Source: an optimization exercise on an open RTL-to-GDS flow (aim: small area). Production flows keep margins and buffers that such runs may drop.
In this exercise RTL edits were held to simulation tests only and were not proved equivalent to the original.
Power and IR drop assume default switching activity.

oak:
// stepper_sequencer
module stepper_sequencer (
    input  wire        clk,
    input  wire        rst,           
    input  wire        cmd_valid,
    output wire        cmd_ready,
    input  wire [47:0] cmd,
    output wire        rsp_valid,
    output wire [39:0] rsp,
    output reg         ser_latch,
    output reg         ser_data,
    output reg         ser_clk,
    output wire [7:0]  duty_a1,
    output wire [7:0]  duty_b1,
    output wire [7:0]  duty_a2,
    output wire [7:0]  duty_b2,
    output wire        delay_req,
    output wire [31:0] delay_ms,
    input  wire        delay_ack
);
    localparam [3:0] S_IDLE = 4'd0;
    localparam [3:0] S_DIV  = 4'd1;    
    localparam [3:0] S_LOAD = 4'd2;    
    localparam [3:0] S_LOOP = 4'd3;
    localparam [3:0] S_CORE = 4'd4;
    localparam [3:0] S_TX   = 4'd5;
    localparam [3:0] S_PWA  = 4'd6;
    localparam [3:0] S_PWB  = 4'd7;
    localparam [3:0] S_P1   = 4'd8;    
    localparam [3:0] S_P3   = 4'd9;    
    localparam [3:0] S_RESP = 4'd10;
    localparam [3:0] S_LCOR = 4'd11;   
    localparam [2:0] O_NEW  = 3'd1;
    localparam [2:0] O_SET  = 3'd2;
  ...
clock: 22.0 ns
lec_check: 0
abc_area: 1
cap_margin: 20
core_margin: 2
core_utilization: 75
place_density: 0.85
slew_margin: 20
standard.sh (not shown) runs the stock make flow with config.mk's settings and CLKGATE_MAP_FILE= SYNTH_SCRIPT=/design/flow/synth_recipe.tcl, a recipe that flattens the netlist after the stock synthesis.
==> flow/flow/run.sh <==
#!/bin/bash
# Own layout flow: the standard ORFS flow, with
#  - port buffers of the smallest buffer cell (every port still gets its buffer),
#  - one tie cell per constant instead of one per constant load,
#  - a clock tree without dummy loads, built from clkbuf_8 clusters of at most 18 sinks.
# The full make output goes to run_make.log in the work folder; ORFS's own
# per-step logs stay under orfs/logs.
set -euo pipefail
CTS="-sink_clustering_enable -repair_clock_nets -dont_use_dummy_load -buf_list sky130_fd_sc_hd__clkbuf_8 -sink_clustering_size 18 -sink_clustering_max_diameter 60"
bash standard.sh \
  "BUFFER_PORTS_ARGS=-buffer_cell sky130_fd_sc_hd__buf_1" \
  "CTS_ARGS=$CTS" \
  SKIP_REPAIR_TIE_FANOUT=1 \
  finish > run_make.log 2>&1
Input changes introduced in pine (baseline for comparison: oak):
==> flow/flow/run.sh <==
#!/bin/bash
# Own layout flow: the standard ORFS flow, with
#  - port buffers of the smallest buffer cell (every port still gets its buffer),
#  - one tie cell per constant instead of one per constant load,
#  - a clock tree without dummy loads, built from clkbuf_8 clusters of at most 14 sinks.
# The full make output goes to run_make.log in the work folder; ORFS's own
# per-step logs stay under orfs/logs.
set -euo pipefail
CTS="-sink_clustering_enable -repair_clock_nets -dont_use_dummy_load -buf_list sky130_fd_sc_hd__clkbuf_8 -sink_clustering_size 14 -sink_clustering_max_diameter 60"
bash standard.sh \
  "BUFFER_PORTS_ARGS=-buffer_cell sky130_fd_sc_hd__buf_1" \
  "CTS_ARGS=$CTS" \
  SKIP_REPAIR_TIE_FANOUT=1 \
  finish > run_make.log 2>&1
-- flow/config.mk --
<<< oak, line 7
export LEC_CHECK = 0
export ABC_AREA = 1
export CAP_MARGIN = 20
export CORE_MARGIN = 2
export CORE_UTILIZATION = 75
export PLACE_DENSITY = 0.85
export SLEW_MARGIN = 20
>>> pine, line 7
export LEC_CHECK = 0
export CAP_MARGIN = 20
export CORE_MARGIN = 2
export CORE_UTILIZATION = 65
export PLACE_DENSITY = 0.75
export SLEW_MARGIN = 20
Results
- pine: all stages complete, timing, DRC and antenna checks passed
- Relative to oak, the slew at the pin with the worst max-slew slack of pine is lower by 0.066 ns.
- On final-layout non-clock buffer area share: pine sits above oak.
- Relative to oak, pine degrades worst hold slack after final layout.
- pine ends up with a combinational power share that is 3.8 points lower than in oak.
- On worst-case setup margin in the final layout, oak loses to pine.
- Cmp pine vs oak: final design instance area without fill higher in pine
- oak → pine: register-to-register slack picked up an extra 0.73 ns; first-iteration DRC count down 261.
- Against oak, pine comes in 0.02 ns lower on clock insertion delay at the later pin of the skew report.
- Looking at cell with the largest stage delay on the worst path, the sky130_fd_sc_hd__edfxtp_1 result is from oak; the sky130_fd_sc_hd__dfxtp_1 one comes from pine.
Input changes introduced in birch (baseline for comparison: pine):
-- flow/config.mk --
<<< pine, line 7
export LEC_CHECK = 0
export CAP_MARGIN = 20
>>> birch, line 7
export LEC_CHECK = 0
export ABC_AREA = 1
export CAP_MARGIN = 20
Notes after the runs:
- Compared birch vs pine, and post-synth design cell area is down in birch.
- Taking pine as the reference, in birch power share of the combinational group grew by 3.2 points, timing-limited maximum frequency fell by about 4.6%.
- Of the two values seen for launch point of the critical path, st[0] was produced by pine and ps by birch.
- [birch] routed length on met2 fell 160 um relative to pine
- Relative to pine, the clock network power share of birch is lower by 1.1 points.
- | sequential-cell power consumption | birch vs pine | ≈ equal |
- Relative to pine, the xor/xnor share of the synthesized area of birch is lower by 1.0 points.

* * *

Setup of run A:
stepper_sequencer, a different RTL version from the one above (not shown whole).
Size: roughly 10000 sq um of cells after synthesis.
// stepper_sequencer
module stepper_sequencer (
    input  wire        clk,
    input  wire        rst,           
    input  wire        cmd_valid,
    output wire        cmd_ready,
    input  wire [47:0] cmd,
    output wire        rsp_valid,
    output wire [39:0] rsp,
    output reg         ser_latch,
    output reg         ser_data,
    output reg         ser_clk,
    output wire [7:0]  duty_a1,
    output wire [7:0]  duty_b1,
    output wire [7:0]  duty_a2,
    output wire [7:0]  duty_b2,
    output wire        delay_req,
    output wire [31:0] delay_ms,
    input  wire        delay_ack
);
    localparam [2:0] S_IDLE = 3'd0;
    localparam [2:0] S_DIV  = 3'd1;    
    localparam [2:0] S_LOAD = 3'd2;    
    localparam [2:0] S_LOOP = 3'd3;    
    localparam [2:0] S_TX   = 3'd4;    
    localparam [2:0] S_RESP = 3'd5;
    localparam [2:0] S_P1   = 3'd6;    
    localparam [2:0] S_P3   = 3'd7;    
    localparam [2:0] O_NEW  = 3'd1;
    localparam [2:0] O_SET  = 3'd2;
    localparam [2:0] O_ONE  = 3'd3;
    localparam [2:0] O_STEP = 3'd4;
    localparam [2:0] O_REL  = 3'd5;
    localparam [2:0] O_LW   = 3'd6;
    localparam [25:0] SIXTY_MILLION = 26'd60000000;
    localparam [10:0] THOUSAND      = 11'd1000;
    reg [2:0]  st;
    reg [2:0]  op;
    reg [2:0]  rc;       
    reg        ps;       
    reg        dirb;     
    reg [1:0]  sty;      
    reg [31:0] imm;
    reg [3:0]  mcnt;     
    reg [4:0]  cnt;      
    reg [4:0]  ph;       
    reg        run;      
    reg        fp;       
    reg [26:0] sc;       
    reg        prev;     
    reg        cy;       
    reg        sub;      
    reg        bw;       
    reg        mdone;    
  ...
clock: 22.0 ns
lec_check: 0
cap_margin: 20
core_margin: 2
core_utilization: 65
place_density: 0.75
slew_margin: 20
==> flow/flow/run.sh <==
#!/bin/bash
# Own layout flow: the standard ORFS flow, with
#  - synthesis by the standard flow's own script (synth_recipe.tcl, unchanged), except that
#    ABC maps the logic with an area-oriented script (flow/area.abc); ABC runs
#    after the flip-flops are mapped, so the registers are those of the
#    standard synthesis; the adder cells are left to ABC too (no ADDER_MAP_FILE),
#  - port buffers of the smallest buffer cell (every port still gets its buffer),
#  - one tie cell per constant instead of one per constant load,
#  - a clock tree without dummy loads, built from clkbuf_16 clusters of at most 30 sinks.
# The full make output goes to run_make.log in the work folder; ORFS's own
# per-step logs stay under orfs/logs.
set -euo pipefail
W=$(pwd)
{
  cat <<EOF
proc abc {args} {
  set i [lsearch -exact \$args -script]
  if { \$i >= 0 } { lset args [expr {\$i + 1}] $W/flow/area.abc }
  yosys abc {*}\$args
}
EOF
  cat "$W/synth_recipe.tcl"
} > "$W/own_synth.tcl"
CTS="-sink_clustering_enable -repair_clock_nets -dont_use_dummy_load -buf_list sky130_fd_sc_hd__clkbuf_16 -sink_clustering_size 30 -sink_clustering_max_diameter 80"
bash standard.sh \
  "SYNTH_SCRIPT=$W/own_synth.tcl" \
  "BUFFER_PORTS_ARGS=-buffer_cell sky130_fd_sc_hd__buf_1" \
  "CTS_ARGS=$CTS" \
  SKIP_REPAIR_TIE_FANOUT=1 \
  ADDER_MAP_FILE= \
  finish > run_make.log 2>&1
==> flow/flow/area.abc <==
strash
&get -n
&deepsyn -J 50
&put
dch -f
amap -m
topo
Every stage of the flow completed for run A, and the final layout passed the timing, DRC and antenna checks.
Modified inputs, run B compared to run A
--- a/flow/flow/run.sh
+++ b/flow/flow/run.sh
@@ -9 +9 @@
-#  - a clock tree without dummy loads, built from clkbuf_16 clusters of at most 30 sinks.
+#  - a clock tree without dummy loads, built from clkbuf_8 clusters of at most 14 sinks.
@@ -24 +24 @@
-CTS="-sink_clustering_enable -repair_clock_nets -dont_use_dummy_load -buf_list sky130_fd_sc_hd__clkbuf_16 -sink_clustering_size 30 -sink_clustering_max_diameter 80"
+CTS="-sink_clustering_enable -repair_clock_nets -dont_use_dummy_load -buf_list sky130_fd_sc_hd__clkbuf_8 -sink_clustering_size 14 -sink_clustering_max_diameter 60"
Notes after the runs:
Run B: full flow OK, the timing, DRC and antenna checks passed. [compare] base=run A new=run B: setup TNS ~0 delta, clock skew saw little to no change. Delta (run B minus run A): post-route core utilization level; via count held steady; post-layout total power lower. Sequential group share of total power (run B over run A): increase, 0.4 points. NOTE: wire length in run B falls short of that of run A.
Input-level comparison between run C and run B:
==> flow/flow/area.abc <==
strash
dch -f
amap -m
topo
## What came out
For run C, the type of the worst setup path was flip-flop to output port, unlike run B, where it was input port to flip-flop. Power dissipated by switching net loads shrinks by a few percent when moving from run B to run C. In run C relative to run B, routed length on met1 had gone up slightly. Going from run B to run C, routed wire length per instance shrank by a little under 10%. STATUS final wirelength: run C wins against run B.

what the ideal ports hide:
The results above use ideal ports. As a check the final layouts listed here were re-extracted and re-timed, cells and wires unchanged. Step 1 (the two cells are an assumption about what drives the block):
set clk [get_ports {clk}]
set_driving_cell -lib_cell sky130_fd_sc_hd__clkbuf_16 $clk
set_driving_cell -lib_cell sky130_fd_sc_hd__buf_2 [delete_from_list [all_inputs] $clk]
Step 2, shift: input delay + t, output delay - t, t = (earliest + latest rising clock arrival at the registers) / 2. This alone moves slack from input paths to output paths. Slacks: no drivers / after step 1 / after step 2; pairs: no drivers / after step 1.
| run | shift t [ns] | setup slack, ns | worst setup path after step 2 | worst data-port slew with drivers (ns) |
|---|---|---|---|---|
| oak | 0.555 | 14.903 / 14.863 / 15.418 | register to output | 0.04 |
| pine | 0.560 | 15.286 / 15.248 / 15.420 | input to register | 0.05 |
| birch | 0.557 | 14.963 / 14.923 / 15.481 | register to output | 0.04 |
| run A | 0.504 | 14.681 / 14.704 / 14.199 | input to register | 0.05 |
| run B | 0.552 | 14.743 / 14.760 / 14.208 | input to register | 0.04 |
| run C | 0.562 | 14.764 / 14.726 / 14.238 | input to register | 0.05 |
After both steps every run listed still meets setup and hold. The setup slack of run B, which loses most, moves by +0.017 ns with the drivers and by -0.535 ns with both steps.
